From an optimization exercise on the open Yosys and OpenROAD flow, aimed at small area and a short achievable clock period; shortcuts taken in it are not production practice. Function was checked by simulation only, so behaviour that the tests miss may differ from the original. Power is estimated from default activity; no workload was simulated.

### flow/config.mk
export PLATFORM = sky130hd
export DESIGN_NAME = wlfc_fx
export DESIGN_NICKNAME = wlfc_fx
export VERILOG_FILES = /design/flow/design.v
export SDC_FILE = /design/flow/constraint.sdc
export NUM_CORES = 4
export LEC_CHECK = 0
export ABC_AREA = 1
export CAP_MARGIN = 20
export CORE_MARGIN = 2
export CORE_UTILIZATION = 55
export SETUP_SLACK_MARGIN = 2.9
export SLEW_MARGIN = 20
### flow/constraint.sdc
create_clock -name core_clock -period 5.5 [get_ports {clk}]
set_input_delay 1.1000 -clock core_clock [delete_from_list [all_inputs] [get_ports {clk}]]
set_output_delay 1.1000 -clock core_clock [all_outputs]
set_load 0.01 [all_outputs]
### flow/design.v
module wlfc_fx (
    input  wire        clk,
    input  wire        rst,         
    input  wire        in_valid,
    input  wire [2:0]  in_op,       
    input  wire [63:0] in_a,
    output reg         out_valid,
    output reg  [63:0] out_data
);
    wire [31:0] w = in_a[31:0];
    wire        op_fl = in_op[2];                         
    wire        op_ff = ~in_op[2] & (in_op[1:0] == 2'd1);
    wire        op_in = ~in_op[2] & (in_op[1:0] == 2'd2);
    wire        op_fr = ~in_op[2] & (in_op[1:0] == 2'd3);
    wire [10:0] ff_e  = in_a[62:52];
    wire [41:0] ff_m  = {1'b1, in_a[51:11]};
    wire        ff_hi = ff_e[10];
    wire        ff_lo = ~ff_e[10] & (&ff_e[9:5]);
    wire [41:0] ff_a  = ff_hi ? ff_m : (ff_lo ? {32'd0, ff_m[41:32]} : 42'd0);
    wire [31:0] fl_x = {1'b0, w[30:0] ^ {31{w[31]}}};
    wire [15:0] v1;  wire [15:0] p1;
    wire [7:0]  v2;  wire [15:0] p2;
    wire [3:0]  v3;  wire [11:0] p3;
    wire [1:0]  v4;  wire [7:0]  p4;
    genvar g;
    generate
        for (g = 0; g < 16; g = g + 1) begin : l1
            assign v1[g] = fl_x[2*g+1] | fl_x[2*g];
            assign p1[g] = fl_x[2*g+1];
        end
        for (g = 0; g < 8; g = g + 1) begin : l2
            assign v2[g] = v1[2*g+1] | v1[2*g];
            assign p2[2*g+1 -: 2] = v1[2*g+1] ? {1'b1, p1[2*g+1]} : {1'b0, p1[2*g]};
        end
        for (g = 0; g < 4; g = g + 1) begin : l3
            assign v3[g] = v2[2*g+1] | v2[2*g];
            assign p3[3*g+2 -: 3] = v2[2*g+1] ? {1'b1, p2[4*g+3 -: 2]} : {1'b0, p2[4*g+1 -: 2]};
        end
        for (g = 0; g < 2; g = g + 1) begin : l4
            assign v4[g] = v3[2*g+1] | v3[2*g];
            assign p4[4*g+3 -: 4] = v3[2*g+1] ? {1'b1, p3[6*g+5 -: 3]} : {1'b0, p3[6*g+2 -: 3]};
        end
    endgenerate
    wire [4:0]  fl_q  = v4[1] ? {1'b1, p4[7:4]} : {1'b0, p4[3:0]};
    wire        fl_xz = ~(v4[1] | v4[0]);
    wire        fl_n    = w[31];
    wire        fl_h16  = fl_n ? ~&w[30:16] : |w[30:16];
    wire        fl_h24  = fl_n ? ~&w[30:24] : |w[30:24];
    wire        fl_h8   = fl_n ? ~&w[15:8]  : |w[15:8];
    wire [1:0]  fl_q43  = {fl_h16, fl_h16 ? fl_h24 : fl_h8};
    reg [63:0] sa;
    reg [4:0]  ss;
    always @(*) begin
        if (op_fl) begin
            sa = {w[30:0], 33'd0};
            ss = {fl_q43, fl_q[2:0]};
        end else if (op_ff) begin
            sa = {22'd0, ff_a};
            ss = ~ff_e[4:0];
        end else begin
            sa = {w[30:16], {8{w[31] & ~op_fr}}, w[31:8] & {24{~op_fr}},
                  w[7] & ~op_in, w[6:0], 9'd0};
            ss = {op_in, op_fr, 3'd0};
        end
    end
    wire [47:0] sh16 = ss[4] ? sa[63:16]  : sa[47:0];
    wire [39:0] sh8  = ss[3] ? sh16[47:8] : sh16[39:0];
    reg        r1_v;
    reg        r1_fl;     
    reg        r1_ng;     
    reg [4:0]  r1_q;
    reg        r1_xz;
    reg [2:0]  r1_s;
    reg [39:0] r1_d;
    always @(posedge clk) begin
        if (rst)
            r1_v <= 1'b0;
        else
            r1_v <= in_valid;
        r1_fl <= op_fl;
        r1_ng <= op_fl ? w[31] : (op_ff & in_a[63]);
        r1_q  <= fl_q;
        r1_xz <= fl_xz;
        r1_s  <= ss[2:0];
        r1_d  <= sh8;
    end
    wire [35:0] sh4 = r1_s[2] ? r1_d[39:4] : r1_d[35:0];
    wire [33:0] sh2 = r1_s[1] ? sh4[35:2]  : sh4[33:0];
    wire [32:0] sh  = r1_s[0] ? sh2[33:1]  : sh2[32:0];
    wire [30:0] n_in = {sh[32:9], sh[8:2] & {7{r1_fl}}};
    wire [30:0] po0 = n_in;
    wire [30:0] po1, po2, po3, po4, po5;
    genvar b;
    generate
        for (b = 0; b < 31; b = b + 1) begin : pfx
            assign po1[b] = (b % 2  >= 1)  ? po0[b] | po0[b - (b % 2)  + 0] : po0[b];
            assign po2[b] = (b % 4  >= 2)  ? po1[b] | po1[b - (b % 4)  + 1] : po1[b];
            assign po3[b] = (b % 8  >= 4)  ? po2[b] | po2[b - (b % 8)  + 3] : po2[b];
            assign po4[b] = (b % 16 >= 8)  ? po3[b] | po3[b - (b % 16) + 7] : po3[b];
            assign po5[b] = (b % 32 >= 16) ? po4[b] | po4[b - (b % 32) + 15] : po4[b];
        end
    endgenerate
    wire [30:0] n_out = n_in ^ ({po5[29:0], 1'b0} & {31{r1_ng}});
    wire [8:0]  rnd   = {1'b0, sh[8:1]} + {8'd0, sh[0]};
    wire        fl_p2 = r1_ng & ~r1_xz & ~|sh[32:2];     
    wire        fl_z  = r1_xz & ~r1_ng;                  
    wire [10:0] fl_e0 = 11'd1015 + {6'd0, r1_q};
    wire [10:0] fl_e1 = 11'd1016 + {6'd0, r1_q};
    wire [10:0] fl_e  = fl_z ? 11'd0 : (fl_p2 ? fl_e1 : fl_e0);
    reg        r2_fl;
    reg        r2_ng;
    reg [30:0] r2_n;      
    reg [10:0] r2_x;      
    always @(posedge clk) begin
        if (rst)
            out_valid <= 1'b0;
        else
            out_valid <= r1_v;
        r2_fl <= r1_fl;
        r2_ng <= r1_ng;
        r2_n  <= n_out;
        r2_x  <= r1_fl ? fl_e : {2'd0, rnd};
    end
    always @(*) begin
        if (r2_fl)
            out_data = {r2_ng, r2_x, r2_n, 21'd0};
        else
            out_data = {32'd0, r2_n[30:7], 8'h00} | {55'd0, r2_x[8:0]};
    end
endmodule
### flow/flow/run.sh
#!/bin/bash
# The standard layout (the standard.sh, ORFS synth to finish), except
# that the port buffers ORFS inserts on every input and output use the
# smallest buffer cell, sky130_fd_sc_hd__buf_1, instead of its default.
set -euo pipefail
cd "$(dirname "${BASH_SOURCE[0]}")/.."
bash standard.sh finish "BUFFER_PORTS_ARGS=-buffer_cell sky130_fd_sc_hd__buf_1" > standard_finish.log 2>&1
### flow/standard.sh
#!/bin/bash
# synth_recipe.tcl (not shown) runs the flow's synth.tcl, then flattens the netlist and writes it again
# the make line also repeats each setting of config.mk as NAME=value (left out here)
make -C /OpenROAD-flow-scripts/flow DESIGN_CONFIG=/design/flow/config.mk WORK_HOME=/design/flow/orfs CLKGATE_MAP_FILE= SYNTH_SCRIPT=/design/flow/synth_recipe.tcl "${@:-finish}"
==> metrics.md, run 1 <==
| Metric | Value |
|---|---|
| Status | timing/DRC/antenna clean |
| Mean Syn Cell Area | 5.80 sq um |
| Period minus WS final | 2.62 ns |
| CP startpoint | in_op[1] |
| Worst Setup End Kind | flip-flop |
| Final Wtd Congestion | 0.990 |
| FF-to-FF Start | r1_s[2] |
| Maximum clock frequency | 382 MHz |
| Layout Utilization | 69.4% |
| P&R area growth vs syn | 23.3% |
| Least-Margin Pin Slew | 0.690 ns |
| CTS sink cnt | 97 |
| Asr flop ratio synth | 0% |
| Peak VDD IR | 0.152 mV |
| CTS Buf Count | 9 |
| Max-slew headroom | 53.8% |
| Synth Flop Type | dfxtp_1 |
| Tcrit/Tclk final | 47.6% |
| Die ar. | 15100 sq um |
| Critical Path RT | 5.81 ns |
| Post-place instance area | 8180 sq um |
| Pre-antenna DRT Iters | 6 |
| I/O pin cnt | 135 |
| CTS tree | done |
| WHS Path Cells | 2 |
| Library cells used by synthesis | 54 |
| R2r endpoint | r2_n[23] |
| Total global routing overflow | 0 |
| Setup TNS Final | 0 ns |
| Main area contributors after synthesis | nand2_1, dfxtp_1, nand3_1 |
| Final #Nets | 1561 |
| Final design area excluding fillers | 9600 sq um |
| Ant diodes | 0 |
| Synth top area share | 27.0% |
| Sequential power share | 35.6% |
| Skew final | 0.0136 ns |
| Max-slew violations | 0 |
| Worst path cell trace | buf_2 > inv_4 > nand2_4 > nor2_4 > buf_12 > clkinv_8 > nor2_1 > a21oi_1 > nand2_1 > buf_6 > nand2_4 > bufbuf_16 > o21ai_0 > nand2_1 > nand2_1 |
| Leakage | 4.84 nW |
| Top delay family on crit path | buffers and inverters |
| Post-DRT Antenna Nets | 0 |
| Synth Instances | 1343 |
| Syn nets | 1419 |
| DRT Wirelength | 26100 um |
| Routed vias/inst | 5.56 |
| Most common cell in the netlist | nand2_1 |
| RSZ-0062 raised after global routing | true |
| Hold Path End | out_valid |
| Fill cells | 1313 |
| Commonest cells post-synth | nand2_1, inv_1, nand3_1, o21ai_0, dfxtp_1 |
| Yosys warns | 1 |
| Data arrival, critical path | 2.93 ns |
| Largest net degree at the start of global routing | 39 |
| Cell total after placement | 1601 |
| Die Height | 123 um |
| Share of layout cells above drive strength 1 | 14.6% |
| CTS Root Cell | clkbuf_16 |
| Tot Pwr | 2.50 mW |
| Synth Cell Area | 7780 sq um |
| Port Buffer Count | 134 |
| CP Max Fanout | 20 |
| Clk Latency, worst-skew pair | 0.36 ns |
| Rows | 43 |
| Avg WL per Cell | 15.7 um |
| Sw frac | 38.9% |
| Combinational share of power | 37.8% |
| Critical path class | in -> reg |
| Antenna violations before repair | 0 |
| Initial Util | 56.3% |
| CP startpoint kind | input pin |
| Register area share after synthesis | 24.9% |
| Post-synth top area cell | nand2_1 |
| #FFs+latches synth | 97 |
| Slowest cell on crit path | bufbuf_16 |
| Core area | 13800 sq um |
| R2R Setup Slk | 3.04 ns |
| GRT Total Usage | 33.3% |
| Endpoints failing setup | 0 |
| Clk buf depth | 2 |
| Slowest stage delay, CP | 0.29 ns |
| Number of synthesized flops with an enable pin | 0 |
| Final Hold Viols | 0 |
| Maxcap violations | 0 |
| Die Wd | 123 um |
| Power Dens Cells | 260 nW/um^2 |
| Hold Path Origin | r1_v |
| Iter 0 DRT Violations | 940 |
| Vias | 9288 |
| Clk pwr share | 26.6% |
| Pint | 1.53 mW |
| Maximum level of the CTS H-tree | 3 |
| First-pass GRT wire length | 39200 um |
| Cell Count, Final, Fillers Out | 1670 |
| Net Sw Power | 0.971 mW |
| Worst path bufs/invs | 6 |
| Post-DP HPWL | 18400 um |
| Vias in the first global route | 7813 |
| Hold Crit Class | reg -> reg |
| # DRC | 0 |
| Cell mode on critical path | nand2_1 |
| Clock slew at reported path FFs | 0.08 ns |
| Reg2reg path depth | 16 |
worst max path at each step:
stage,slack [ns],depth (start not counted),to
4_1_cts,2.89,16,r2_n[17]
3_3_place_gp,1.39,17,r1_d[21]
6_report,2.88,15,r1_d[27]
3_5_place_dp,1.33,17,r1_d[23]
2_1_floorplan,2.91,12,r1_d[16]
5_1_grt,2.86,15,r2_n[22]
power groups by stage:
stage	combinational, mW	clock, mW	sequential [mW]
final	0.944	0.664	0.888
after global routing	1.06	0.703	0.896
after CTS	0.881	0.675	0.886
after detailed placement	0.810	0	0.903
after global placement	0.803	0	0.901
after floorplan	0.629	0	0.869
metrics by stage:
stage / hold WS (ns) / setup slack [ns]
6_report: 0.406 / 2.88
5_1_grt: 0.426 / 2.86
4_1_cts: 0.407 / 2.89
3_5_place_dp: 0.397 / 1.33
3_3_place_gp: 0.391 / 1.39
2_1_floorplan: 0.388 / 2.91
cell type report:
class	instances	area [sq um]	share of cell area, %
clock buffer	9	225	2.35
clock inverter	7	95.1	0.991
inverter	129	554	5.78
multi-input combinational	1050	5160	53.8
sequential	97	1950	20.3
tap	180	225	2.35
timing repair buffer	197	1380	14.4
timing repair inverter	1	6.26	0.0652
placed cells by master (no fill, tap or decap), types with 22 or more instances in the layout:
cell type,instances
nand2_1,550
inv_1,112
dfxtp_1,94
o21ai_0,80
nand3_1,111
nor2_1,70
buf_1,115
buf_4,39
o21ai_1,22
nand2_2,30
a21oi_1,41
layer usage:
layer  wire (um)  vias to the layer above  part of all wire (%)  track usage, %
li1            -                     4562                     -               -
met1       10000                     4049                    38            40.5
met2       12300                      536                    47            55.5
met3        2120                      141                   8.1            5.30
met4        1750                        0                   6.7            20.0
met5           0                        -                     0               0
worst register-to-register path, stage by stage (launching register included):
cell     delay (ns)
dfxtp_2        0.40
buf_12         0.18
inv_8          0.11
nand2_1        0.10
nand3_1        0.07
nand2_1        0.13
nand2_1        0.06
nand2_1        0.14
inv_2          0.07
nand2_1        0.12
nand2_1        0.11
nor2_4         0.19
nand2_4        0.15
o21ai_4        0.27
nand2_1        0.11
nand2_1        0.08
nand2_1        0.06
logic make-up (layout without fill, tap and decap cells):
group / Yosys count / after routing / share of synthesized area (%)
simple gates: 828 / 828 / 45.5
mux: 8 / 8 / 1.16
xor+xnor: 18 / 18 / 2.12
fa+ha+maj: 6 / 6 / 0.964
flops: 97 / 97 / 24.9
buf+inv: 198 / 343 / 11.7
compound gates: 188 / 190 / 13.6
sequential cells by signal, summed over array words and instances, names as in the netlist, 3 cells and up:
register,count
r2_n,31
r1_s,3
r1_d,40
r1_q,5
r2_x,11
timing repair:
item	in CTS	in global routing
setup buffers	18	21
cloned	10	4
pin swaps	9	26
hold buffers	0	0
hold endpoints to repair	0	0
setup endpoints to repair	144	92
gates resized for setup	91	95
==> run 2, diff against run 1 <==
--- a/flow/config.mk
+++ b/flow/config.mk
@@ -10,3 +10,3 @@
 export CORE_MARGIN = 2
-export CORE_UTILIZATION = 55
+export CORE_UTILIZATION = 40
 export SETUP_SLACK_MARGIN = 2.9
==> metrics.md, run 2 <==
| Metric | Value |
|---|---|
| Mean Syn Cell Area | 5.80 sq um (unchanged) |
| Iter 0 DRT Violations | 754 (-20%) |
| Share of layout cells above drive strength 1 | 11.9% (-2.7 points) |
| Fill cells | 2154 (+64%) |
| Synth top area share | 27.0% (unchanged) |
| Skew final | 0.00844 ns (-0.00515 ns) |
| Die Wd | 144 um (+17%) |
| Post-DP HPWL | 19200 um (+4.0%) |
| Die ar. | 20600 sq um (+36%) |
| Final #Nets | 1534 (-1.7%) |
| Number of synthesized flops with an enable pin | 0 (unchanged) |
| Port Buffer Count | 134 (unchanged) |
| #FFs+latches synth | 97 (unchanged) |
| Hold Path End | out_valid |
| P&R area growth vs syn | 17.9% |
| Max-slew headroom | 56.2% (+2.4 points) |
| Biggest register | r1_d |
| Post-DRT Antenna Nets | 0 (unchanged) |
| Peak VDD IR | 0.133 mV (-13%) |
| Rows | 51 (+19%) |
| Leakage | 4.57 nW (-5.6%) |
| Yosys warns | 1 (unchanged) |
| I/O pin cnt | 135 (unchanged) |
| CTS tree | done |
| Maximum level of the CTS H-tree | 3 (unchanged) |
| Status | timing/DRC/antenna clean |
| First-pass GRT wire length | 39300 um (+0.21%) |
| Reg2reg path depth | 15 (-1) |
| RSZ-0062 raised after global routing | false |
| Main area contributors after synthesis | nand2_1, dfxtp_1, nand3_1 |
| Largest net degree at the start of global routing | 40 (+2.6%) |
| Hold Path Origin | r1_v |
| Slowest cell on crit path | a21oi_4 |
| Worst Setup End Kind | flip-flop |
| Post-CTS Hold Buffers | 0 (unchanged) |
| CTS Root Cell | clkbuf_16 |
| Maximum clock frequency | 390 MHz (+2.3%) |
| Commonest cells after routing, fill and taps aside | nand2_1, buf_1, nand3_1 |
| Avg WL per Cell | 14.6 um (-6.9%) |
| Asr flop ratio synth | 0% (unchanged) |
| Setup TNS Final | 0 ns (unchanged) |
| Die Height | 144 um (+17%) |
| Final Hold Viols | 0 (unchanged) |
| Library cells used by synthesis | 54 (unchanged) |
| Pre-antenna DRT Iters | 6 (unchanged) |
| Worst path cell trace | buf_1 > inv_1 > o21ai_0 > nand2_1 > nor3_4 > o21bai_2 > a21oi_4 > buf_6 > buf_16 > nand2_1 > nand2_1 |
| Top delay family on crit path | buffers and inverters |
| Clk buf depth | 2 (unchanged) |
| Synth Instances | 1343 (unchanged) |
| CP Max Fanout | 23 (+15%) |
| Initial Util | 40.4% (-16 points) |
| Tcrit/Tclk final | 46.6% (-1.1 points) |
| Cell mode on critical path | nand2_1 |
| Clk Latency, worst-skew pair | 0.35 ns (about the same) |
| Clock slew at reported path FFs | 0.07 ns (about the same) |
| Syn nets | 1419 (unchanged) |
| Worst path bufs/invs | 4 (-2) |
| FF-to-FF Start | r1_s[2] |
| R2r endpoint | r2_n[21] |
| Synth Cell Area | 7780 sq um (unchanged) |
| Synth Flop Type | dfxtp_1 |
| Commonest cells post-synth | nand2_1, inv_1, nand3_1, o21ai_0, dfxtp_1 |
| CP startpoint kind | input pin |
| Final Wtd Congestion | 1.01 (+2.0%) |
| CTS Buf Count | 9 (unchanged) |
| Vias in the first global route | 7708 (-1.3%) |
| Max-slew violations | 0 (unchanged) |
| Data arrival, critical path | 2.86 ns (-0.07 ns) |
| Maxcap violations | 0 (unchanged) |
| # DRC | 0 (unchanged) |
| Ant diodes | 0 (unchanged) |
| Most common cell in the netlist | nand2_1 |
| Register area share after synthesis | 24.9% (unchanged) |
| Slowest stage delay, CP | 0.26 ns (-0.03 ns) |
| Largest register FFs | 40 (unchanged) |
| Critical Path RT | 5.80 ns (about the same) |
| CTS sink cnt | 97 (unchanged) |
| Routed vias/inst | 5.07 (-8.9%) |
| Period minus WS final | 2.56 ns (-0.0578 ns) |
| WHS Path Cells | 2 (unchanged) |
| R2R Setup Slk | 3.08 ns (+0.04 ns) |
| Hold Crit Class | reg -> reg |
| Least-Margin Pin Slew | 0.654 ns (-0.0357 ns) |
| Total global routing overflow | 0 (unchanged) |
| Largest registers | r1_d (40), r2_n (31), r2_x (11) |
| Most common cell after layout, fill and taps aside | nand2_1 |
| Power Dens Cells | 263 nW/um^2 (+1.2%) |
| DRT Wirelength | 25200 um (-3.7%) |
| Post-synth top area cell | nand2_1 |
| Critical path class | in -> reg |
| Core area | 19300 sq um (+39%) |
| Vias | 8757 (-5.7%) |
| Antenna violations before repair | 0 (unchanged) |
| Endpoints failing setup | 0 (unchanged) |
| GRT Total Usage | 24.2% (-9.1 points) |
| Layout Utilization | 47.6% (-22 points) |
run 2: changes by cell type in the layout (fill, tap and decap cells not counted), sizes merged:
cell,change
bufbuf,-3
o21ai,-1
buf,-29
clkbuf,+4
clkinv,+3
inv,-5
clkinvlp,+4
run 2: kinds of logic after synthesis:
group	count (synthesis)	synth area share, %
buffers and inverters	198	11.7
multiplexers	8	1.16
AND/OR/NAND/NOR	828	45.5
AO/OA/AOI/OAI	188	13.6
flip-flops	97	24.9
adder cells (fa/ha/maj)	6	0.964
XOR/XNOR	18	2.12
run 2: per-stage QoR:
step / instances / area (sq um) / power, mW / setup WS, ns / hold WS, ns
finish: 1728 / 9180 / 2.41 / 2.94 / 0.404
global route: 1728 / 9180 / 2.59 / 2.88 / 0.431
CTS: 1713 / 8900 / 2.40 / 2.84 / 0.407
detailed placement: 1685 / 8280 / 1.72 / 1.33 / 0.397
global placement: 1685 / 8280 / 1.71 / 1.40 / 0.391
floorplan: 1343 / 7780 / 1.50 / 2.91 / 0.388
run 2: worst reg2reg max path, delay by kind of cell, from the launching register on:
kind / cells / cell delay [ns]
buf+inv: 3 / 0.43
compound gates: 2 / 0.33
flops: 1 / 0.39
simple gates: 10 / 1.15
run 2: layout make-up:
class	instances	area, sq um	area share (%)
Inverter	129	534	5.82
Multi-Input combinational cell	1049	5070	55.2
Tap cell	265	332	3.61
Clock buffer	10	239	2.60
Sequential cell	97	1950	21.2
Clock inverter	6	65.1	0.709
Timing Repair inverter	4	27.5	0.300
Timing Repair Buffer	168	963	10.5
run 2: worst max path at each step:
stage,startpoint,endpoint,cells past startpoint,slack [ns]
2_1_floorplan,in_op[0],r1_d[16],12,2.91
3_3_place_gp,in_op[0],r1_d[19],15,1.40
3_5_place_dp,in_op[0],r1_d[19],15,1.33
4_1_cts,in_op[2],r1_d[19],11,2.84
5_1_grt,in_a[30],r1_d[22],11,2.88
6_report,in_a[11],r1_d[33],11,2.94
run 2: repair_timing:
item | 4_1_cts | 5_1_grt
gates resized for setup | 75 | 48
endpoints found under the setup margin | 142 | 90
pin swaps | 4 | 9
buffers inserted | 7 | 13
gates cloned | 5 | 2
run 2: routing by layer:
| layer | share of wire [%] | up-vias | GRT usage [%] |
|---|---|---|---|
| li1 | - | 4509 | - |
| met1 | 44 | 3835 | 31.3 |
| met2 | 46 | 342 | 40.1 |
| met3 | 6.2 | 71 | 3.27 |
| met4 | 4.0 | 0 | 11.0 |
| met5 | 0 | - | 0 |
run 2: power breakdown:
| part | internal [mW] | switching [mW] | total, mW |
|---|---|---|---|
| registers | 0.816 | 0.0643 | 0.880 |
| clock network | 0.365 | 0.273 | 0.638 |
| logic | 0.312 | 0.584 | 0.896 |
==> run 3, diff against run 2 <==
--- a/flow/config.mk
+++ b/flow/config.mk
@@ -11,2 +11,4 @@
 export CORE_UTILIZATION = 40
+export CTS_BUF_LIST = sky130_fd_sc_hd__clkbuf_4 sky130_fd_sc_hd__clkbuf_8
+export CTS_CLUSTER_SIZE = 10
 export SETUP_SLACK_MARGIN = 2.9
==> metrics.md, run 3 <==
| Metric | Value |
|---|---|
| Clk Latency, worst-skew pair | 0.39 ns (+0.04 ns) |
| Yosys warns | 1 (unchanged) |
| Status | timing/DRC/antenna clean |
| Synth Cell Area | 7780 sq um (unchanged) |
| Period minus WS final | 2.53 ns (-0.0291 ns) |
| Post-DRT Antenna Nets | 0 (unchanged) |
| Worst path cell trace | buf_1 > inv_1 > nand2_1 > nand2_1 > nor2_4 > nand2_1 > o21bai_2 > a21oi_4 > buf_12 > buf_12 > nand2_1 > nand2_1 |
| Routed vias/inst | 5.06 (-0.13%) |
| Rows | 51 (unchanged) |
| Power Dens Cells | 249 nW/um^2 (-5.2%) |
| Core area | 19300 sq um (unchanged) |
| Asr flop ratio synth | 0% (unchanged) |
| Peak VDD IR | 0.110 mV (-17%) |
| Top delay family on crit path | simple AND/OR/NAND/NOR gates |
| Syn nets | 1419 (unchanged) |
| Tot Pwr | 2.25 mW (-6.8%) |
| Maximum clock frequency | 395 MHz (+1.1%) |
| DRT Wirelength | 25100 um (-0.26%) |
| Mean Syn Cell Area | 5.80 sq um (unchanged) |
| Largest register FFs | 40 (unchanged) |
| CTS Buf Count | 9 (unchanged) |
| Die ar. | 20600 sq um (unchanged) |
| Biggest register | r1_d |
| Ant diodes | 0 (unchanged) |
| Slowest cell on crit path | o21bai_2 |
| CTS Root Cell | clkbuf_8 |
| Setup TNS Final | 0 ns (unchanged) |
| Maxcap violations | 0 (unchanged) |
| Slowest stage delay, CP | 0.22 ns (-0.04 ns) |
| Worst Setup End Kind | flip-flop |
| Maximum level of the CTS H-tree | 3 (unchanged) |
| Main area contributors after synthesis | nand2_1, dfxtp_1, nand3_1 |
| Endpoints failing setup | 0 (unchanged) |
| Synth top area share | 27.0% (unchanged) |
| Max-slew headroom | 54.4% (-1.8 points) |
| Pre-antenna DRT Iters | 5 (-1) |
| Iter 0 DRT Violations | 696 (-7.7%) |
| Vias in the first global route | 7682 (-0.34%) |
| Most common cell in the netlist | nand2_1 |
| Largest registers | r1_d (40), r2_n (31), r2_x (11) |
| Most common cell after layout, fill and taps aside | nand2_1 |
| Data arrival, critical path | 2.79 ns (-0.07 ns) |
| Synth Instances | 1343 (unchanged) |
| Initial Util | 40.4% (unchanged) |
| Die Wd | 144 um (unchanged) |
| Port Buffer Count | 134 (unchanged) |
| # DRC | 0 (unchanged) |
| Post-CTS Hold Buffers | 0 (unchanged) |
| Cell total after placement | 1685 (unchanged) |
| Synth Flop Type | dfxtp_1 |
| Die Height | 144 um (unchanged) |
| Tcrit/Tclk final | 46.1% (-0.53 points) |
| Post-DP HPWL | 19200 um (unchanged) |
| First-pass GRT wire length | 39500 um (+0.35%) |
| Least-Margin Pin Slew | 0.680 ns (+0.0263 ns) |
| Commonest cells post-synth | nand2_1, inv_1, nand3_1, o21ai_0, dfxtp_1 |
| Skew final | 0.0157 ns (+0.00728 ns) |
| Cell Count, Final, Fillers Out | 1724 (-0.23%) |
| Hold Crit Class | reg -> reg |
| Final Hold Viols | 0 (unchanged) |
| Avg WL per Cell | 14.6 um (about the same) |
| GRT Total Usage | 24.3% (+0.095 points) |
| Vias | 8725 (-0.37%) |
| Antenna violations before repair | 0 (unchanged) |
| P&R area growth vs syn | 16.0% |
| Worst path bufs/invs | 4 (unchanged) |
| Largest net degree at the start of global routing | 40 (unchanged) |
| #FFs+latches synth | 97 (unchanged) |
| Max-slew violations | 0 (unchanged) |
| Share of layout cells above drive strength 1 | 11.0% (-0.86 points) |
| CTS tree | done |
| Place WS | 1.33 ns (unchanged) |
| Leakage | 4.50 nW (-1.4%) |
| I/O pin cnt | 135 (unchanged) |
| Critical path class | in -> reg |
| Layout Utilization | 46.9% (-0.76 points) |
| Number of synthesized flops with an enable pin | 0 (unchanged) |
| Post-synth top area cell | nand2_1 |
| Library cells used by synthesis | 54 (unchanged) |
| WHS | 0.410 ns (+0.00537 ns) |
| Post-place instance area | 8280 sq um (unchanged) |
| Final Wtd Congestion | 1.01 (unchanged) |
| Register area share after synthesis | 24.9% (unchanged) |
| CP Max Fanout | 23 (unchanged) |
| Final design area excluding fillers | 9030 sq um (-1.6%) |
| Cell mode on critical path | nand2_1 |
| Commonest cells after routing, fill and taps aside | nand2_1, buf_1, inv_1 |
| Total global routing overflow | 0 (unchanged) |
| Final #Nets | 1530 (-0.26%) |
| CTS sink cnt | 97 (unchanged) |
| Worst setup margin | 2.97 ns (+0.0291 ns) |
| RSZ-0062 raised after global routing | true |
| CP startpoint kind | input pin |
| Critical Path RT | 5.76 ns (-0.04 ns) |
| Clk buf depth | 2 (unchanged) |
| Clock slew at reported path FFs | 0.10 ns (+0.03 ns) |
| Fill cells | 2181 (+1.3%) |
## run 3: timing repair
item,CTS,global route
resized for setup,50,56
cloned,4,2
pin swaps,4,6
setup endpoints to repair,140,78
setup buffers,10,7
## run 3: routing by layer
layer / global-route usage [%] / wire [um]
met1: 31.5 / 11200
met4: 10.9 / 973
met3: 2.93 / 1410
met2: 40.5 / 11600
met5: 0 / 0
## run 3: kinds of logic after synthesis
family,synth area share (%)
adders and majority gates,0.964
DFF,24.9
xor gates and xnor gates,2.12
buffers and inverters,11.7
AOI/OAI and AO/OA,13.6
and+or+nand+nor,45.5
muxes,1.16
## run 3: area by class of cell
cell class / instances / area (sq um) / share of cell area [%]
tap: 265 / 332 / 3.67
timing repair buffer: 165 / 948 / 10.5
clock buffer: 10 / 138 / 1.52
sequential: 97 / 1950 / 21.6
inverter: 129 / 537 / 5.95
clock inverter: 6 / 65.1 / 0.721
timing repair inverter: 3 / 20.0 / 0.222
multi-input combinational: 1049 / 5040 / 55.8
## run 3: path summary, 6_finish.rpt
check,from,to,cells after the start,slack (ns)
hold / removal,r1_v,out_valid,2,0.41
hold reg to reg,r1_v,out_valid,2,0.41
setup / recovery,in_a[22],r1_d[6],12,2.97
setup reg to reg,r1_s[2],r2_n[29],15,3.10
## run 3: where the power goes
group          leakage, nW  internal, mW  total [mW]  switching (mW)
sequential           0.812         0.815       0.879          0.0644
clock                0.103         0.223       0.480           0.257
combinational         3.59         0.310       0.891           0.582
total                 4.50          1.35        2.25           0.903
## run 3: worst register-to-register path: cells and delay by family, from the launching register on
family / cells / cell delay, ns
AND/OR/NAND/NOR: 10 / 1.12
buffers and inverters: 3 / 0.43
flip-flops: 1 / 0.40
AO/OA/AOI/OAI: 2 / 0.33
==> run 4, diff against run 3 <==
--- a/flow/config.mk
+++ b/flow/config.mk
@@ -11,5 +11,4 @@
 export CORE_UTILIZATION = 40
-export CTS_BUF_LIST = sky130_fd_sc_hd__clkbuf_4 sky130_fd_sc_hd__clkbuf_8
-export CTS_CLUSTER_SIZE = 10
-export SETUP_SLACK_MARGIN = 2.9
+export CTS_BUF_LIST = sky130_fd_sc_hd__clkbuf_8
+export SETUP_SLACK_MARGIN = 3.0
 export SLEW_MARGIN = 20
==> metrics.md, run 4 <==
| Metric | Value |
|---|---|
| Status | timing/DRC/antenna clean |
| P&R area growth vs syn | 23.0% |
| Total global routing overflow | 0 (unchanged) |
| Endpoints failing setup | 0 (unchanged) |
| Post-CTS Hold Buffers | 0 (unchanged) |
| Largest net degree at the start of global routing | 40 (unchanged) |
| Clock slew at reported path FFs | 0.10 ns (about the same) |
| Die Wd | 144 um (unchanged) |
| Data arrival, critical path | 2.85 ns (+0.06 ns) |
| Synth Cell Area | 7780 sq um (unchanged) |
| Main area contributors after synthesis | nand2_1, dfxtp_1, nand3_1 |
| Largest register FFs | 40 (unchanged) |
| Setup crit end | r1_d[26] |
| Critical path class | in -> reg |
| Number of synthesized flops with an enable pin | 0 (unchanged) |
| Most common cell in the netlist | nand2_1 |
| Vias | 8816 (+1.0%) |
| First-pass GRT wire length | 41300 um (+4.5%) |
| Commonest cells post-synth | nand2_1, inv_1, nand3_1, o21ai_0, dfxtp_1 |
| Critical Path RT | 5.83 ns (+0.07 ns) |
| Post-synth top area cell | nand2_1 |
| Slowest stage delay, CP | 0.21 ns (about the same) |
| Ant diodes | 0 (unchanged) |
| Commonest cells after routing, fill and taps aside | nand2_1, buf_1, inv_1 |
| Worst path cell trace | buf_8 > buf_12 > buf_8 > a21oi_2 > a21oi_2 > nand2_2 > nor3_4 > o21bai_4 > a21oi_2 > buf_6 > buf_12 > clkbuf_16 > nand2_1 > nand2_1 |
| Biggest register | r1_d |
| Leakage | 4.74 nW (+5.2%) |
| Syn nets | 1419 (unchanged) |
| Post-DRT Antenna Nets | 0 (unchanged) |
| Mean Syn Cell Area | 5.80 sq um (unchanged) |
| CP Max Fanout | 7 (-70%) |
| Antenna violations before repair | 0 (unchanged) |
| #FFs+latches synth | 97 (unchanged) |
| Synth Flop Type | dfxtp_1 |
| CP startpoint | in_a[31] |
| Tcrit/Tclk final | 45.8% (-0.26 points) |
| Initial Util | 40.4% (unchanged) |
| Hold Crit Class | reg -> reg |
| Reg2reg path depth | 17 (+2) |
| Vias in the first global route | 7952 (+3.5%) |
| Rows | 51 (unchanged) |
| Setup TNS Final | 0 ns (unchanged) |
| Pre-antenna DRT Iters | 5 (unchanged) |
| Cell mode on critical path | a21oi_2 |
| R2r endpoint | r2_x[0] |
| Peak VDD IR | 0.103 mV (-5.9%) |
| Share of layout cells above drive strength 1 | 16.1% (+5.1 points) |
| RSZ-0062 raised after global routing | true |
| CTS sink cnt | 97 (unchanged) |
| Die ar. | 20600 sq um (unchanged) |
| Routed vias/inst | 5.02 (-0.85%) |
| Avg WL per Cell | 15.2 um (+4.6%) |
| Worst setup margin | 2.98 ns (+0.0143 ns) |
| R2R Setup Slk | 3.10 ns (about the same) |
| Final Wtd Congestion | 0.965 (-4.5%) |
| Asr flop ratio synth | 0% (unchanged) |
| Post-DP HPWL | 19600 um (+2.3%) |
| Register area share after synthesis | 24.9% (unchanged) |
| Period minus WS final | 2.52 ns (-0.0143 ns) |
| Die Height | 144 um (unchanged) |
| Maximum clock frequency | 397 MHz (+0.57%) |
| CTS Root Cell | clkbuf_8 |
| Least-Margin Pin Slew | 0.682 ns (+0.00196 ns) |
| Max-slew violations | 0 (unchanged) |
| Clk Latency, worst-skew pair | 0.38 ns (about the same) |
| Post-place instance area | 8290 sq um (about the same) |
| I/O pin cnt | 135 (unchanged) |
| WHS Path Cells | 2 (unchanged) |
| CTS Buf Count | 9 (unchanged) |
| Clk buf depth | 2 (unchanged) |
| Max-slew headroom | 54.3% (-0.13 points) |
| Iter 0 DRT Violations | 643 (-7.6%) |
| Slowest cell on crit path | buf_6 |
| FF-to-FF Start | r1_s[2] |
| Power Dens Cells | 242 nW/um^2 (-2.8%) |
| Largest registers | r1_d (40), r2_n (31), r2_x (11) |
| Synth top area share | 27.0% (unchanged) |
| Maxcap violations | 0 (unchanged) |
| CP startpoint kind | input pin |
| Final design area excluding fillers | 9580 sq um (+6.1%) |
| Most common cell after layout, fill and taps aside | nand2_1 |
| Yosys warns | 1 (unchanged) |
| Worst Setup End Kind | flip-flop |
| Final Hold Viols | 0 (unchanged) |
| Maximum level of the CTS H-tree | 3 (unchanged) |
| # DRC | 0 (unchanged) |
| Place WS | 1.17 ns (-0.162 ns) |
| Tot Pwr | 2.32 mW (+3.2%) |
| Final #Nets | 1563 (+2.2%) |
| Skew final | 0.0129 ns (-0.00282 ns) |
| GRT Total Usage | 25.6% (+1.3 points) |
| Port Buffer Count | 134 (unchanged) |
| Synth Instances | 1343 (unchanged) |
| DRT Wirelength | 26800 um (+6.6%) |
| Core area | 19300 sq um (unchanged) |
| Library cells used by synthesis | 54 (unchanged) |
| CTS tree | done |
run 4: area by class of cell:
class / count / area, sq um
Fill cell: 2107 / 9690
Multi-Input combinational cell: 1049 / 5250
Sequential cell: 97 / 1950
Timing Repair Buffer: 194 / 1230
Inverter: 129 / 562
Tap cell: 265 / 332
Clock buffer: 11 / 151
Clock inverter: 5 / 55.1
Timing Repair inverter: 7 / 53.8
run 4: how the worst min path moves through the flow:
stage                     from   endpoint  slack (ns)
final                     r1_v  out_valid        0.41
after detailed placement  r1_v  out_valid        0.40
after floorplan           r1_v  out_valid        0.39
after global placement    r1_v  out_valid        0.39
after global routing      r1_v  out_valid        0.45
after CTS                 r1_v  out_valid        0.41
run 4: timing repair:
| action | in CTS | in global routing |
|---|---|---|
| endpoints found under the setup margin | 145 | 107 |
| pin swaps | 12 | 25 |
| cloned | 11 | 2 |
| buffers inserted | 24 | 20 |
| endpoints found under the hold margin | 0 | 0 |
| resized for setup | 83 | 102 |
run 4: metal layers:
metal | GRT usage, % | routed length (um)
met3 | 4.57 | 1470
met4 | 12.8 | 1300
met5 | 0 | 0
met1 | 31.6 | 11700
met2 | 42.8 | 12300
run 4: kinds of logic after synthesis:
| logic type | after synthesis | share of synthesized area [%] |
|---|---|---|
| flops | 97 | 24.9 |
| fa+ha+maj | 6 | 0.964 |
| mux | 8 | 1.16 |
| simple gates | 828 | 45.5 |
| buf+inv | 198 | 11.7 |
| compound gates | 188 | 13.6 |
| xor+xnor | 18 | 2.12 |
run 4: worst max-delay path: cells and delay by family:
family | cells | cell delay (ns)
AOI/OAI and AO/OA | 4 | 0.49
buffers and inverters | 6 | 0.83
and+or+nand+nor | 4 | 0.40
run 4: through the flow:
step / util, % / hold slack, ns / instances
floorplan: - / 0.388 / 1343
global placement: 43.0 / 0.391 / 1684
detailed placement: 43.0 / 0.397 / 1684
CTS: 47.1 / 0.410 / 1735
global route: 49.7 / 0.450 / 1757
finish: 49.7 / 0.411 / 1757
run 4: power breakdown:
part	internal [mW]	switching (mW)	leakage (nW)
clock	0.235	0.251	0.113
combinational	0.344	0.610	3.81
sequential	0.815	0.0680	0.812
==> run 5, diff against run 4 <==
--- a/flow/config.mk
+++ b/flow/config.mk
@@ -12,3 +12,3 @@
 export CTS_BUF_LIST = sky130_fd_sc_hd__clkbuf_8
-export SETUP_SLACK_MARGIN = 3.0
+export SETUP_SLACK_MARGIN = 2.8
 export SLEW_MARGIN = 20
==> metrics.md, run 5 <==
| Metric | Value |
|---|---|
| GRT Total Usage | 24.0% (-1.6 points) |
| Port Buffer Count | 134 (unchanged) |
| #FFs+latches synth | 97 (unchanged) |
| Max-slew violations | 0 (unchanged) |
| Final Wtd Congestion | 1.01 (+4.7%) |
| Largest register FFs | 40 (unchanged) |
| Most common cell in the netlist | nand2_1 |
| Register area share after synthesis | 24.9% (unchanged) |
| CTS sink cnt | 97 (unchanged) |
| Fill cells | 2183 (+3.6%) |
| Place WS | 1.33 ns (+0.162 ns) |
| Max-slew headroom | 55.9% (+1.6 points) |
| Met1 wire length | 11100 um (-4.7%) |
| Least-Margin Pin Slew | 0.659 ns (-0.0237 ns) |
| Die Height | 144 um (unchanged) |
| Synth Flop Type | dfxtp_1 |
| Peak VDD IR | 0.111 mV (+7.2%) |
| CP startpoint kind | flip-flop |
| Tcrit/Tclk final | 47.3% (+1.5 points) |
| Avg WL per Cell | 14.4 um (-5.6%) |
| Yosys warns | 1 (unchanged) |
| Worst Setup End Kind | primary output |
| Most common cell after layout, fill and taps aside | nand2_1 |
| Maxcap violations | 0 (unchanged) |
| RSZ-0062 raised after global routing | false |
| Mean Syn Cell Area | 5.80 sq um (unchanged) |
| Iter 0 DRT Violations | 691 (+7.5%) |
| Endpoints failing setup | 0 (unchanged) |
| Clk buf depth | 2 (unchanged) |
| Worst path bufs/invs | 1 (-5) |
| Critical Path RT | 4.40 ns (-1.43 ns) |
| Slowest cell on crit path | dfxtp_4 |
| Initial Util | 40.4% (unchanged) |
| Status | timing/DRC/antenna clean |
| Final #Nets | 1524 (-2.5%) |
| Share of layout cells above drive strength 1 | 9.84% (-6.2 points) |
| Final Hold Viols | 0 (unchanged) |
| Top delay family on crit path | flip-flops |
| Commonest cells post-synth | nand2_1, inv_1, nand3_1, o21ai_0, dfxtp_1 |
| Leakage | 4.45 nW (-6.0%) |
| Top Layer Used | met4 |
| Clock slew at reported path FFs | 0.09 ns (about the same) |
| Worst path cell trace | mux2_2 > buf_1 |
| Vias in the first global route | 7599 (-4.4%) |
| Commonest cells after routing, fill and taps aside | nand2_1, buf_1, inv_1 |
| Tot Pwr | 2.24 mW (-3.7%) |
| Power Dens Cells | 252 nW/um^2 (+3.7%) |
| Rows | 51 (unchanged) |
| Critical path class | reg -> out |
| Antenna violations before repair | 0 (unchanged) |
| Setup TNS Final | 0 ns (unchanged) |
| CTS Root Cell | clkbuf_8 |
| Asr flop ratio synth | 0% (unchanged) |
| Synth Instances | 1343 (unchanged) |
| Post-DP HPWL | 19200 um (-2.2%) |
| CP Max Fanout | 35 (+28) |
| Cell Count, Final, Fillers Out | 1718 (-2.2%) |
| P&R area growth vs syn | 14.2% |
| Pre-antenna DRT Iters | 6 (+1) |
| Routed vias/inst | 5.02 (+0.12%) |
| Library cells used by synthesis | 54 (unchanged) |
| Cell total after placement | 1685 (+0.059%) |
| Ant diodes | 0 (unchanged) |
| Worst setup margin | 2.90 ns (-0.0847 ns) |
| DRT Wirelength | 24700 um (-7.7%) |
| Biggest register | r1_d |
| Slowest stage delay, CP | 0.60 ns (+0.39 ns) |
| CTS tree | done |
| Skew final | 0.0171 ns (+0.00416 ns) |
| Post-DRT Antenna Nets | 0 (unchanged) |
| Die Wd | 144 um (unchanged) |
| Syn nets | 1419 (unchanged) |
| # DRC | 0 (unchanged) |
| Synth Cell Area | 7780 sq um (unchanged) |
| Data arrival, critical path | 1.50 ns (-1.35 ns) |
| Hold Crit Class | reg -> reg |
| Post-synth top area cell | nand2_1 |
| Clk Latency, worst-skew pair | 0.40 ns (+0.02 ns) |
| Largest net degree at the start of global routing | 40 (unchanged) |
| Core area | 19300 sq um (unchanged) |
| CTS Buf Count | 9 (unchanged) |
| Number of synthesized flops with an enable pin | 0 (unchanged) |
| Met2 routed WL | 11200 um (-9.3%) |
| I/O pin cnt | 135 (unchanged) |
| Die ar. | 20600 sq um (unchanged) |
| First-pass GRT wire length | 38900 um (-5.6%) |
| Synth top area share | 27.0% (unchanged) |
| Maximum clock frequency | 384 MHz (-3.3%) |
| WHS | 0.414 ns (+0.00274 ns) |
| Main area contributors after synthesis | nand2_1, dfxtp_1, nand3_1 |
| Total global routing overflow | 0 (unchanged) |
| Met3 Routed Length | 1450 um (-1.2%) |
| Period minus WS final | 2.60 ns (+0.0847 ns) |
| Vias | 8631 (-2.1%) |
| Maximum level of the CTS H-tree | 3 (unchanged) |
| Largest registers | r1_d (40), r2_n (31), r2_x (11) |
[run 5: changes by cell type in the layout (fill, tap and decap cells not counted), sizes merged]
cell / change
clkinvlp: -4
inv: -1
clkinv: +1
buf: -31
clkbuf: -3
bufbuf: -1
[run 5: cells by family (layout without fill, tap and decap cells)]
family,Yosys count,after routing,share of synthesized area [%]
fa+ha+maj,6,6,0.964
compound gates,188,189,13.6
xor+xnor,18,18,2.12
buf+inv,198,307,11.7
flops,97,97,24.9
mux,8,8,1.16
simple gates,828,828,45.5
[run 5: metrics by stage]
step | utilization [%] | cell area (sq um)
global route | 46.1 | 8890
global placement | 43.0 | 8280
detailed placement | 43.0 | 8280
finish | 46.1 | 8890
floorplan | - | 7780
CTS | 45.2 | 8720
[run 5: path summary, 6_finish.rpt]
kind	start	slack, ns	cells past startpoint	end
setup reg to reg	r1_s[2]	3.03	15	r2_n[29]
hold reg to reg	r1_v	0.41	2	out_valid
setup / recovery	r2_fl	2.90	2	out_data[24]
hold / removal	r1_v	0.41	2	out_valid
[run 5: power by group]
part | internal (mW) | switching, mW
Sequential | 0.815 | 0.0651
Clock | 0.223 | 0.259
Combinational | 0.300 | 0.574
[run 5: repair_timing]
action / CTS / global route
gates resized for setup: 37 / 42
endpoints found under the hold margin: 0 / 0
pin swaps: 4 / 4
cloned: 4 / 0
hold buffers: 0 / 0
buffers inserted: 6 / 7
setup endpoints to repair: 133 / 70
[run 5: layout make-up]
class | instances | area, sq um | area share [%]
inverter | 129 | 524 | 5.90
tap | 265 | 332 | 3.73
clock buffer | 10 | 138 | 1.55
sequential | 97 | 1950 | 21.9
clock inverter | 6 | 65.1 | 0.732
timing repair buffer | 160 | 862 | 9.70
timing repair inverter | 2 | 15.0 | 0.169
multi-input combinational | 1049 | 5010 | 56.3
[run 5: routing by layer]
metal,vias to the layer above,global-route usage (%)
li1,4474,-
met5,-,0
met3,65,3.27
met2,322,39.2
met4,0,11.3
met1,3770,31.4
[run 5: worst min-delay path, cell delays in order, from the launching register on]
cell	delay [ns]
dfxtp_1	0.31
inv_1	0.04
nor2_1	0.03
==> run 6, diff against run 5 <==
--- a/flow/config.mk
+++ b/flow/config.mk
@@ -12,3 +12,4 @@
 export CTS_BUF_LIST = sky130_fd_sc_hd__clkbuf_8
-export SETUP_SLACK_MARGIN = 2.8
+export GPL_ROUTABILITY_DRIVEN = 0
+export SETUP_SLACK_MARGIN = 2.9
 export SLEW_MARGIN = 20
==> metrics.md, run 6 <==
| Metric | Value |
|---|---|
| Post-CTS Hold Buffers | 0 (unchanged) |
| Yosys warns | 1 (unchanged) |
| Adder-cell share of the synthesized area | 0.964% (unchanged) |
| Syn nets | 1419 (unchanged) |
| CTS sink cnt | 97 (unchanged) |
| Place WS | 1.24 ns (-0.0827 ns) |
| Maxcap violations | 0 (unchanged) |
| Library cells used by synthesis | 54 (unchanged) |
| Tcrit/Tclk final | 47.1% (-0.28 points) |
| Ant diodes | 0 (unchanged) |
| Share of layout cells above drive strength 1 | 11.7% (+1.9 points) |
| Endpoints failing setup | 0 (unchanged) |
| Data arrival, critical path | 2.87 ns (+1.37 ns) |
| Port Buffer Count | 134 (unchanged) |
| P&R area growth vs syn | 17.1% |
| Iter 0 DRT Violations | 940 (+36%) |
| Mean Syn Cell Area | 5.80 sq um (unchanged) |
| I/O pin cnt | 135 (unchanged) |
| Reg2reg path depth | 15 (unchanged) |
| Post-DP HPWL | 18500 um (-3.6%) |
| RSZ-0062 raised after global routing | false |
| Antenna violations before repair | 0 (unchanged) |
| Max-slew headroom | 58.5% (+2.6 points) |
| Area of the multi-input gates | 5080 sq um (+1.4%) |
| Most common cell after layout, fill and taps aside | nand2_1 |
| Skew final | 0.0117 ns (-0.00539 ns) |
| Maximum clock frequency | 386 MHz (+0.60%) |
| Cell total after placement | 1684 (-0.059%) |
| GRT Total Usage | 23.6% (-0.46 points) |
| Hold Crit Class | reg -> reg |
| Post-synth top area cell | nand2_1 |
| Clk Latency, worst-skew pair | 0.38 ns (-0.02 ns) |
| Hold Path End | out_valid |
| Power Dens Cells | 247 nW/um^2 (-1.9%) |
| Post-Synth Simple-Gate Area | 45.5% (unchanged) |
| Post-DRT Antenna Nets | 0 (unchanged) |
| Largest net degree at the start of global routing | 43 (+7.5%) |
| Commonest cells post-synth | nand2_1, inv_1, nand3_1, o21ai_0, dfxtp_1 |
| Critical Path RT | 5.78 ns (+1.38 ns) |
| Commonest cells after routing, fill and taps aside | nand2_1, buf_1, inv_1 |
| Vias | 8850 (+2.5%) |
| Largest family of logic cells by synthesized area | simple AND/OR/NAND/NOR gates |
| CP Max Fanout | 32 (-8.6%) |
| Worst Setup End Kind | flip-flop |
| Avg WL per Cell | 14.4 um (about the same) |
| Layout Utilization | 47.3% (+1.2 points) |
| Pre-antenna DRT Iters | 6 (unchanged) |
| Die Height | 144 um (unchanged) |
| Status | timing/DRC/antenna clean |
| Register area | 1950 sq um (about the same) |
| Rows | 51 (unchanged) |
| Cell Count, Final, Fillers Out | 1733 (+0.87%) |
| Max-slew violations | 0 (unchanged) |
| Leakage | 4.57 nW (+2.6%) |
| Worst setup margin | 2.91 ns (+0.0155 ns) |
| Clock slew at reported path FFs | 0.10 ns (about the same) |
| Least-Margin Pin Slew | 0.619 ns (-0.0394 ns) |
| Fill cells | 2151 (-1.5%) |
| Total global routing overflow | 0 (unchanged) |
| Main area contributors after synthesis | nand2_1, dfxtp_1, nand3_1 |
| Setup TNS Final | 0 ns (unchanged) |
| Peak VDD IR | 0.109 mV (-1.7%) |
| # DRC | 0 (unchanged) |
| Asr flop ratio synth | 0% (unchanged) |
| Synth Cell Area | 7780 sq um (unchanged) |
| Vias in the first global route | 7574 (-0.33%) |
| Initial Util | 40.4% (unchanged) |
| Period minus WS final | 2.59 ns (-0.0155 ns) |
| CTS Buf Count | 9 (unchanged) |
| Final Hold Viols | 0 (unchanged) |
| Critical path class | in -> reg |
| Multiplexer share of the synthesized area | 1.16% (unchanged) |
| Biggest register | r1_d |
| Synth Instances | 1343 (unchanged) |
| Post-Synth XOR/XNOR Area | 2.12% (unchanged) |
| #FFs+latches synth | 97 (unchanged) |
| DRT Wirelength | 24900 um (+0.83%) |
| Die Wd | 144 um (unchanged) |
| Core area | 19300 sq um (unchanged) |
| FF-to-FF Start | r1_s[1] |
| Largest register FFs | 40 (unchanged) |
| First-pass GRT wire length | 38500 um (-1.2%) |
| CTS Root Cell | clkbuf_8 |
| Die ar. | 20600 sq um (unchanged) |
| WHS Path Cells | 2 (unchanged) |
| R2r endpoint | r2_n[26] |
| Largest registers | r1_d (40), r2_n (31), r2_x (11) |
| Number of synthesized flops with an enable pin | 0 (unchanged) |
| Post-synthesis compound-gate area fraction | 13.6% (unchanged) |
| CTS tree | done |
| Maximum level of the CTS H-tree | 3 (unchanged) |
| Routed vias/inst | 5.11 (+1.6%) |
| Hold Path Origin | r1_v |
| Most common cell in the netlist | nand2_1 |
| Synth Flop Type | dfxtp_1 |
| CP startpoint kind | input pin |
| Clk buf depth | 2 (unchanged) |
| Synth top area share | 27.0% (unchanged) |
| Final #Nets | 1539 (+0.98%) |
| Register area share after synthesis | 24.9% (unchanged) |
| R2R Setup Slk | 3.13 ns (+0.10 ns) |
-- run 6: logic make-up after synthesis --
| logic type | Yosys count |
|---|---|
| AO/OA/AOI/OAI | 188 |
| flip-flops | 97 |
| XOR/XNOR | 18 |
| multiplexers | 8 |
| adder cells (fa/ha/maj) | 6 |
| buffers and inverters | 198 |
| AND/OR/NAND/NOR | 828 |
-- run 6: what timing repair did --
action / 4_1_cts / 5_1_grt
endpoints found under the setup margin: 146 / 80
cloned: 3 / 5
setup buffers: 8 / 17
pin swaps: 4 / 6
gates resized for setup: 53 / 47
-- run 6: how the worst max path moves through the flow --
stage,from,to,slack [ns],cells after the start
5_1_grt,in_op[1],r1_d[35],2.85,14
4_1_cts,in_op[2],r1_d[38],2.84,12
3_3_place_gp,in_a[31],r1_d[19],1.34,11
6_report,in_op[2],r1_d[38],2.91,12
3_5_place_dp,in_a[31],r1_d[38],1.24,11
2_1_floorplan,in_op[0],r1_d[16],2.91,12
-- run 6: worst max-delay path, cell delays in order --
cell and delay [ns]:
buf_2 0.16, buf_12 0.15, inv_1 0.07, buf_8 0.17
nor4_1 0.24, nand2_1 0.18, nand2_4 0.14, inv_2 0.07
clkbuf_16 0.18, or2_2 0.27, nand3_1 0.07, nand2_1 0.05
-- run 6: power by group --
group	switching, mW	total (mW)	internal [mW]
registers	0.0665	0.882	0.815
clock network	0.257	0.472	0.215
logic	0.582	0.896	0.314
-- run 6: through the flow --
| step | cell area [sq um] | power, mW | hold WS [ns] |
|---|---|---|---|
| final | 9120 | 2.25 | 0.400 |
| after CTS | 8750 | 2.22 | 0.397 |
| after detailed placement | 8280 | 1.71 | 0.396 |
| after global placement | 8280 | 1.71 | 0.389 |
| after global routing | 9120 | 2.42 | 0.425 |
| after floorplan | 7780 | 1.50 | 0.388 |
-- run 6: final cells by class --
class                           instances  area share, %
Inverter                              129           5.79
Timing Repair Buffer                  175           11.3
Sequential cell                        97           21.4
Clock buffer                           13           1.96
Multi-Input combinational cell       1051           55.7
Tap cell                              265           3.64
Clock inverter                          3          0.233
-- run 6: layer usage --
| layer | up-vias | wire length [um] | GRT usage (%) |
|---|---|---|---|
| li1 | 4510 | - | - |
| met1 | 3848 | 10700 | 30.4 |
| met2 | 409 | 11300 | 38.6 |
| met3 | 83 | 1720 | 3.50 |
| met4 | 0 | 1120 | 11.1 |
| met5 | - | 0 | 0 |
==> run 7, diff against run 6 <==
--- a/flow/config.mk
+++ b/flow/config.mk
@@ -12,3 +12,3 @@
 export CTS_BUF_LIST = sky130_fd_sc_hd__clkbuf_8
-export GPL_ROUTABILITY_DRIVEN = 0
+export PLACE_DENSITY = 0.75
 export SETUP_SLACK_MARGIN = 2.9
==> metrics.md, run 7 <==
| Metric | Value |
|---|---|
| Status | timing/DRC/antenna clean |
| Setup TNS Final | 0 ns (unchanged) |
| Met2 routed WL | 11700 um (+3.6%) |
| Clock slew at reported path FFs | 0.10 ns (about the same) |
| Area of the multi-input gates | 5160 sq um (+1.6%) |
| Rows | 51 (unchanged) |
| Worst setup margin | 2.89 ns (-0.0182 ns) |
| CTS Buf Count | 9 (unchanged) |
| Skew final | 0.0144 ns (+0.00271 ns) |
| Reg2reg path depth | 15 (unchanged) |
| # DRC | 0 (unchanged) |
| Number of synthesized flops with an enable pin | 0 (unchanged) |
| Commonest cells after routing, fill and taps aside | nand2_1, buf_1, inv_1 |
| Post-DRT Antenna Nets | 0 (unchanged) |
| First-pass GRT wire length | 39100 um (+1.7%) |
| Post-CTS Hold Buffers | 0 (unchanged) |
| Synth Cell Area | 7780 sq um (unchanged) |
| Most common cell after layout, fill and taps aside | nand2_1 |
| FF-to-FF Start | r1_s[1] |
| Register area | 1950 sq um (unchanged) |
| Largest register FFs | 40 (unchanged) |
| Largest registers | r1_d (40), r2_n (31), r2_x (11) |
| Max-slew headroom | 56.9% (-1.6 points) |
| Period minus WS final | 2.61 ns (+0.0182 ns) |
| Endpoints failing setup | 0 (unchanged) |
| Fill cells | 2004 (-6.8%) |
| R2R Setup Slk | 3.09 ns (-0.04 ns) |
| Least-Margin Pin Slew | 0.643 ns (+0.0243 ns) |
| Hold Path End | out_valid |
| Tcrit/Tclk final | 47.4% (+0.33 points) |
| Clk Latency, worst-skew pair | 0.39 ns (about the same) |
| Worst Setup End Kind | flip-flop |
| WHS | 0.405 ns (+0.00585 ns) |
| Final Hold Viols | 0 (unchanged) |
| Post-synth top area cell | nand2_1 |
| Initial Util | 40.4% (unchanged) |
| Vias in the first global route | 7645 (+0.94%) |
| Power Dens Cells | 246 nW/um^2 (-0.45%) |
| Final Wtd Congestion | 1.01 |
| Most common cell in the netlist | nand2_1 |
| Maximum clock frequency | 384 MHz (-0.70%) |
| Critical path class | in -> reg |
| Pint | 1.42 mW (+5.5%) |
| CP Max Fanout | 10 (-69%) |
| Die Wd | 144 um (unchanged) |
| Commonest cells post-synth | nand2_1, inv_1, nand3_1, o21ai_0, dfxtp_1 |
| Antenna violations before repair | 0 (unchanged) |
| Maximum level of the CTS H-tree | 3 (unchanged) |
| Layout Utilization | 49.5% (+2.2 points) |
| Top delay family on crit path | buffers and inverters |
| Post-place instance area | 8280 sq um (about the same) |
| Core area | 19300 sq um (unchanged) |
| WHS Path Cells | 2 (unchanged) |
| Vias | 9134 (+3.2%) |
| CTS tree | done |
| Die ar. | 20600 sq um (unchanged) |
| Synth top area share | 27.0% (unchanged) |
| Sequential power share | 37.5% (-1.7 points) |
| Biggest register | r1_d |
| Library cells used by synthesis | 54 (unchanged) |
| Largest net degree at the start of global routing | 43 (unchanged) |
| CTS sink cnt | 97 (unchanged) |
| Mean Syn Cell Area | 5.80 sq um (unchanged) |
| Pre-antenna DRT Iters | 6 (unchanged) |
| P&R area growth vs syn | 22.6% |
| Peak VDD IR | 0.157 mV (+44%) |
| Routed vias/inst | 5.23 (+2.3%) |
| Slowest stage delay, CP | 0.19 ns (-0.08 ns) |
| Total global routing overflow | 0 (unchanged) |
| Final #Nets | 1554 (+0.97%) |
| Yosys warns | 1 (unchanged) |
| DRT Wirelength | 26100 um (+4.6%) |
| Met3 Routed Length | 2070 um (+21%) |
| Sw frac | 39.5% (-0.74 points) |
| Die Height | 144 um (unchanged) |
| Hold Path Origin | r1_v |
| R2r endpoint | r2_x[0] |
| Share of layout cells above drive strength 1 | 14.0% (+2.2 points) |
| Iter 0 DRT Violations | 1025 (+9.0%) |
| Final design area excluding fillers | 9550 sq um (+4.7%) |
| Worst path bufs/invs | 6 (unchanged) |
| Critical Path RT | 5.81 ns (+0.03 ns) |
| Hold Crit Class | reg -> reg |
| Data arrival, critical path | 2.91 ns (+0.04 ns) |
| Synth Flop Type | dfxtp_1 |
| Avg WL per Cell | 14.9 um (+3.7%) |
| Clk buf depth | 2 (unchanged) |
| Port Buffer Count | 134 (unchanged) |
| Post-DP HPWL | 18600 um (+0.49%) |
| Place WS | 1.30 ns (+0.0548 ns) |
| Syn nets | 1419 (unchanged) |
| Net Sw Power | 0.926 mW (+2.3%) |
| Ant diodes | 0 (unchanged) |
| RSZ-0062 raised after global routing | true |
| Max-slew violations | 0 (unchanged) |
| CTS Root Cell | clkbuf_8 |
| CP startpoint kind | input pin |
| Asr flop ratio synth | 0% (unchanged) |
| Met1 wire length | 11200 um (+4.0%) |
| #FFs+latches synth | 97 (unchanged) |
| Clk pwr share | 22.1% (+1.1 points) |
| Worst path cell trace | clkbuf_4 > nand4_1 > nor3_2 > nand3_1 > nand2_1 > nand2_2 > buf_8 > nand2_4 > buf_12 > clkinvlp_4 > buf_4 > buf_6 > nand2_1 > o21ai_0 > o21ai_0 |
| I/O pin cnt | 135 (unchanged) |
| Register area share after synthesis | 24.9% (unchanged) |
| Combinational share of power | 40.4% (+0.6 points) |
| GRT Total Usage | 23.8% (+0.25 points) |
| Synth Instances | 1343 (unchanged) |
| Maxcap violations | 0 (unchanged) |
| Top Layer Used | met4 |
| Main area contributors after synthesis | nand2_1, dfxtp_1, nand3_1 |
| Slowest cell on crit path | o21ai_0 |
| Leakage | 4.74 nW (+3.7%) |
## run 7: power groups by stage
| stage | sequential (mW) | combinational (mW) | clock [mW] |
|---|---|---|---|
| floorplan | 0.869 | 0.629 | 0 |
| global placement | 0.894 | 0.803 | 0 |
| detailed placement | 0.896 | 0.814 | 0 |
| CTS | 0.877 | 0.866 | 0.529 |
| global route | 0.888 | 1.06 | 0.558 |
| finish | 0.879 | 0.946 | 0.519 |
## run 7: what timing repair did
item	CTS	global route
resized for setup	69	100
setup endpoints to repair	148	75
cloned	5	9
setup buffers	8	25
pin swaps	6	16
## run 7: logic make-up (layout without fill, tap and decap cells)
group / count (synthesis) / in the layout / share of synthesized area (%)
simple gates: 828 / 828 / 45.5
compound gates: 188 / 190 / 13.6
buf+inv: 198 / 336 / 11.7
fa+ha+maj: 6 / 6 / 0.964
xor+xnor: 18 / 18 / 2.12
mux: 8 / 8 / 1.16
flops: 97 / 97 / 24.9
## run 7: worst reg2reg max path, stage by stage (launching register included)
cell and delay [ns]:
dfxtp_1 0.31, buf_4 0.25, inv_8 0.24, nand3_1 0.10, nand2_1 0.10, nand2_1 0.06, nand2_1 0.13, nand2_1 0.13
nor2_4 0.17, nand3_4 0.17, nor2_4 0.25, nand2_4 0.11, nand2_1 0.08, nand2_1 0.06, nand2_1 0.06, nand2_1 0.08
## run 7: metal layers
metal / vias to the layer above / GRT usage [%]
met5: - / 0
met4: 0 / 10.5
met3: 89 / 3.13
met2: 484 / 38.3
met1: 4029 / 31.9
li1: 4532 / -
## run 7: cell type report
cell class	count	share of cell area, %
Multi-Input combinational cell	1050	54.1
Sequential cell	97	20.4
Timing Repair inverter	1	0.0524
Tap cell	265	3.47
Inverter	129	5.69
Clock inverter	7	1.06
Clock buffer	9	1.30
Timing Repair Buffer	190	14.0
## run 7: worst max-delay path by stage
stage | cells past startpoint | to | from
2_1_floorplan | 12 | r1_d[16] | in_op[0]
5_1_grt | 14 | r1_d[37] | in_a[19]
3_3_place_gp | 15 | r1_d[20] | in_op[0]
3_5_place_dp | 15 | r1_d[38] | in_op[0]
6_report | 15 | r1_d[39] | in_a[19]
4_1_cts | 13 | r1_d[38] | in_op[2]
## run 7: per-stage QoR
| stage | cells | power [mW] |
|---|---|---|
| finish | 1748 | 2.34 |
| global placement | 1685 | 1.70 |
| detailed placement | 1685 | 1.71 |
| global route | 1748 | 2.50 |
| CTS | 1714 | 2.27 |
| floorplan | 1343 | 1.50 |
==> run 8, diff against run 7 <==
--- a/flow/config.mk
+++ b/flow/config.mk
@@ -10,5 +10,4 @@
 export CORE_MARGIN = 2
-export CORE_UTILIZATION = 40
+export CORE_UTILIZATION = 33
 export CTS_BUF_LIST = sky130_fd_sc_hd__clkbuf_8
-export PLACE_DENSITY = 0.75
 export SETUP_SLACK_MARGIN = 2.9
==> metrics.md, run 8 <==
| Metric | Value |
|---|---|
| CP startpoint | in_a[31] |
| Maxcap violations | 0 (unchanged) |
| Final Wtd Congestion | 1.01 (about the same) |
| P&R area growth vs syn | 19.8% |
| First-pass GRT wire length | 39600 um (+1.3%) |
| GRT Total Usage | 20.2% (-3.6 points) |
| Top delay family on crit path | buffers and inverters |
| Status | timing/DRC/antenna clean |
| Iter 0 DRT Violations | 720 (-30%) |
| Clk buf depth | 2 (unchanged) |
| Critical Path RT | 5.82 ns (about the same) |
| Peak VDD IR | 0.0908 mV (-42%) |
| Antenna violations before repair | 0 (unchanged) |
| Avg WL per Cell | 14.5 um (-2.5%) |
| Post-DRT Antenna Nets | 0 (unchanged) |
| Net Sw Power | 0.912 mW (-1.6%) |
| CTS Buf Count | 9 (unchanged) |
| Largest register FFs | 40 (unchanged) |
| Synth Flop Type | dfxtp_1 |
| Core area | 23300 sq um (+21%) |
| R2R Setup Slk | 3.08 ns (about the same) |
| Asr flop ratio synth | 0% (unchanged) |
| Post-Synth Simple-Gate Area | 45.5% (unchanged) |
| Worst Setup End Kind | flip-flop |
| Post-synth top area cell | nand2_1 |
| CP Max Fanout | 12 (+2) |
| Critical Path Stages | 12 (-3) |
| Die ar. | 24800 sq um (+21%) |
| Least-Margin Pin Slew | 0.691 ns (+0.0478 ns) |
| Setup crit end | r1_d[17] |
| Die Wd | 158 um (+9.8%) |
| Final #Nets | 1541 (-0.84%) |
| Ant diodes | 0 (unchanged) |
| Hold Crit Class | reg -> reg |
| Post-synthesis compound-gate area fraction | 13.6% (unchanged) |
| Skew final | 0.0118 ns (-0.00259 ns) |
| Combinational share of power | 40.2% (-0.2 points) |
| Library cells used by synthesis | 54 (unchanged) |
| Die Height | 158 um (+9.8%) |
| Clk Latency, worst-skew pair | 0.38 ns (about the same) |
| Largest family of logic cells by synthesized area | simple AND/OR/NAND/NOR gates |
| Fill cells | 2595 (+29%) |
| Setup TNS Final | 0 ns (unchanged) |
| Period minus WS final | 2.56 ns (-0.0421 ns) |
| Pre-antenna DRT Iters | 6 (unchanged) |
| Syn nets | 1419 (unchanged) |
| CP startpoint kind | input pin |
| Sequential power share | 38.6% (+1.1 points) |
| Most common cell after layout, fill and taps aside | nand2_1 |
## run 8: changes by cell type in the layout (fill, tap and decap cells not counted), moves of 5 or more
cell / previous run / this run
buf_4: 39 / 23
clkbuf_2: 1 / 8
a21oi_2: 8 / 2
buf_8: 6 / 0
inv_1: 113 / 119
a21oi_1: 37 / 42
## run 8: metal layers
layer | part of all wire (%) | wire length, um | up-vias | track usage [%]
li1 | - | - | 4518 | -
met1 | 46 | 12000 | 3896 | 27.6
met2 | 44 | 11400 | 352 | 32.6
met3 | 6.8 | 1760 | 48 | 2.87
met4 | 2.9 | 757 | 0 | 7.36
met5 | 0 | 0 | - | 0
## run 8: logic make-up (layout without fill, tap and decap cells)
| logic type | after synthesis | in the layout |
|---|---|---|
| fa+ha+maj | 6 | 6 |
| simple gates | 828 | 828 |
| xor+xnor | 18 | 18 |
| flops | 97 | 97 |
| buf+inv | 198 | 323 |
| compound gates | 188 | 190 |
| mux | 8 | 8 |
## run 8: worst min-delay path by stage
stage                     from        end  slack (ns)  cells past startpoint
after floorplan           r1_v  out_valid        0.39                      2
after global placement    r1_v  out_valid        0.39                      2
after detailed placement  r1_v  out_valid        0.40                      2
after CTS                 r1_v  out_valid        0.42                      2
after global routing      r1_v  out_valid        0.44                      2
final                     r1_v  out_valid        0.41                      2
## run 8: worst reg2reg max path, cell delays in order, from the launching register on
cell      delay (ns)
dfxtp_1         0.31
buf_4           0.36
inv_8           0.19
nand3_2         0.13
nand3_1         0.11
o21ai_0         0.12
ha_1            0.20
ha_1            0.14
inv_1           0.05
nor2_1          0.21
nand4_1         0.17
nor2_1          0.15
nand3b_1        0.14
nand2_1         0.06
## run 8: final cells by class
cell class	instances	area, sq um	area share [%]
Clock inverter	6	66.3	0.711
Sequential cell	97	1950	20.9
Clock buffer	10	138	1.48
Multi-Input combinational cell	1050	5100	54.7
Inverter	129	549	5.89
Timing Repair Buffer	178	1120	12.1
Tap cell	319	399	4.28
## run 8: timing repair
| item | 4_1_cts | 5_1_grt |
|---|---|---|
| hold buffers | 0 | 0 |
| setup endpoints to repair | 123 | 84 |
| resized for setup | 42 | 77 |
| buffers inserted | 9 | 14 |
| pin swaps | 5 | 9 |
| gates cloned | 2 | 8 |
## run 8: per-stage QoR
step / area, sq um / setup WS, ns / hold WS [ns] / std cells / util, %
finish: 9320 / 2.94 / 0.411 / 1789 / 40.0
global route: 9320 / 2.81 / 0.441 / 1789 / 40.0
CTS: 8830 / 2.88 / 0.416 / 1767 / 37.8
detailed placement: 8360 / 1.45 / 0.401 / 1740 / 35.8
global placement: 8360 / 1.56 / 0.391 / 1740 / 35.8
floorplan: 7780 / 2.91 / 0.388 / 1343 / -
## run 8: power by group through the flow
stage | registers, mW | clock network, mW | logic, mW
floorplan | 0.869 | 0 | 0.629
global route | 0.889 | 0.521 | 1.03
finish | 0.877 | 0.482 | 0.915
detailed placement | 0.899 | 0 | 0.819
global placement | 0.897 | 0 | 0.816
CTS | 0.878 | 0.494 | 0.856

Setup slack of run 8, layout unchanged: 2.936 ns with ideal ports, 2.959 ns with driving cells assumed (clock clkbuf_16, inputs buf_2), 2.539 ns with port delays also shifted by the 0.419 ns mid clock arrival.
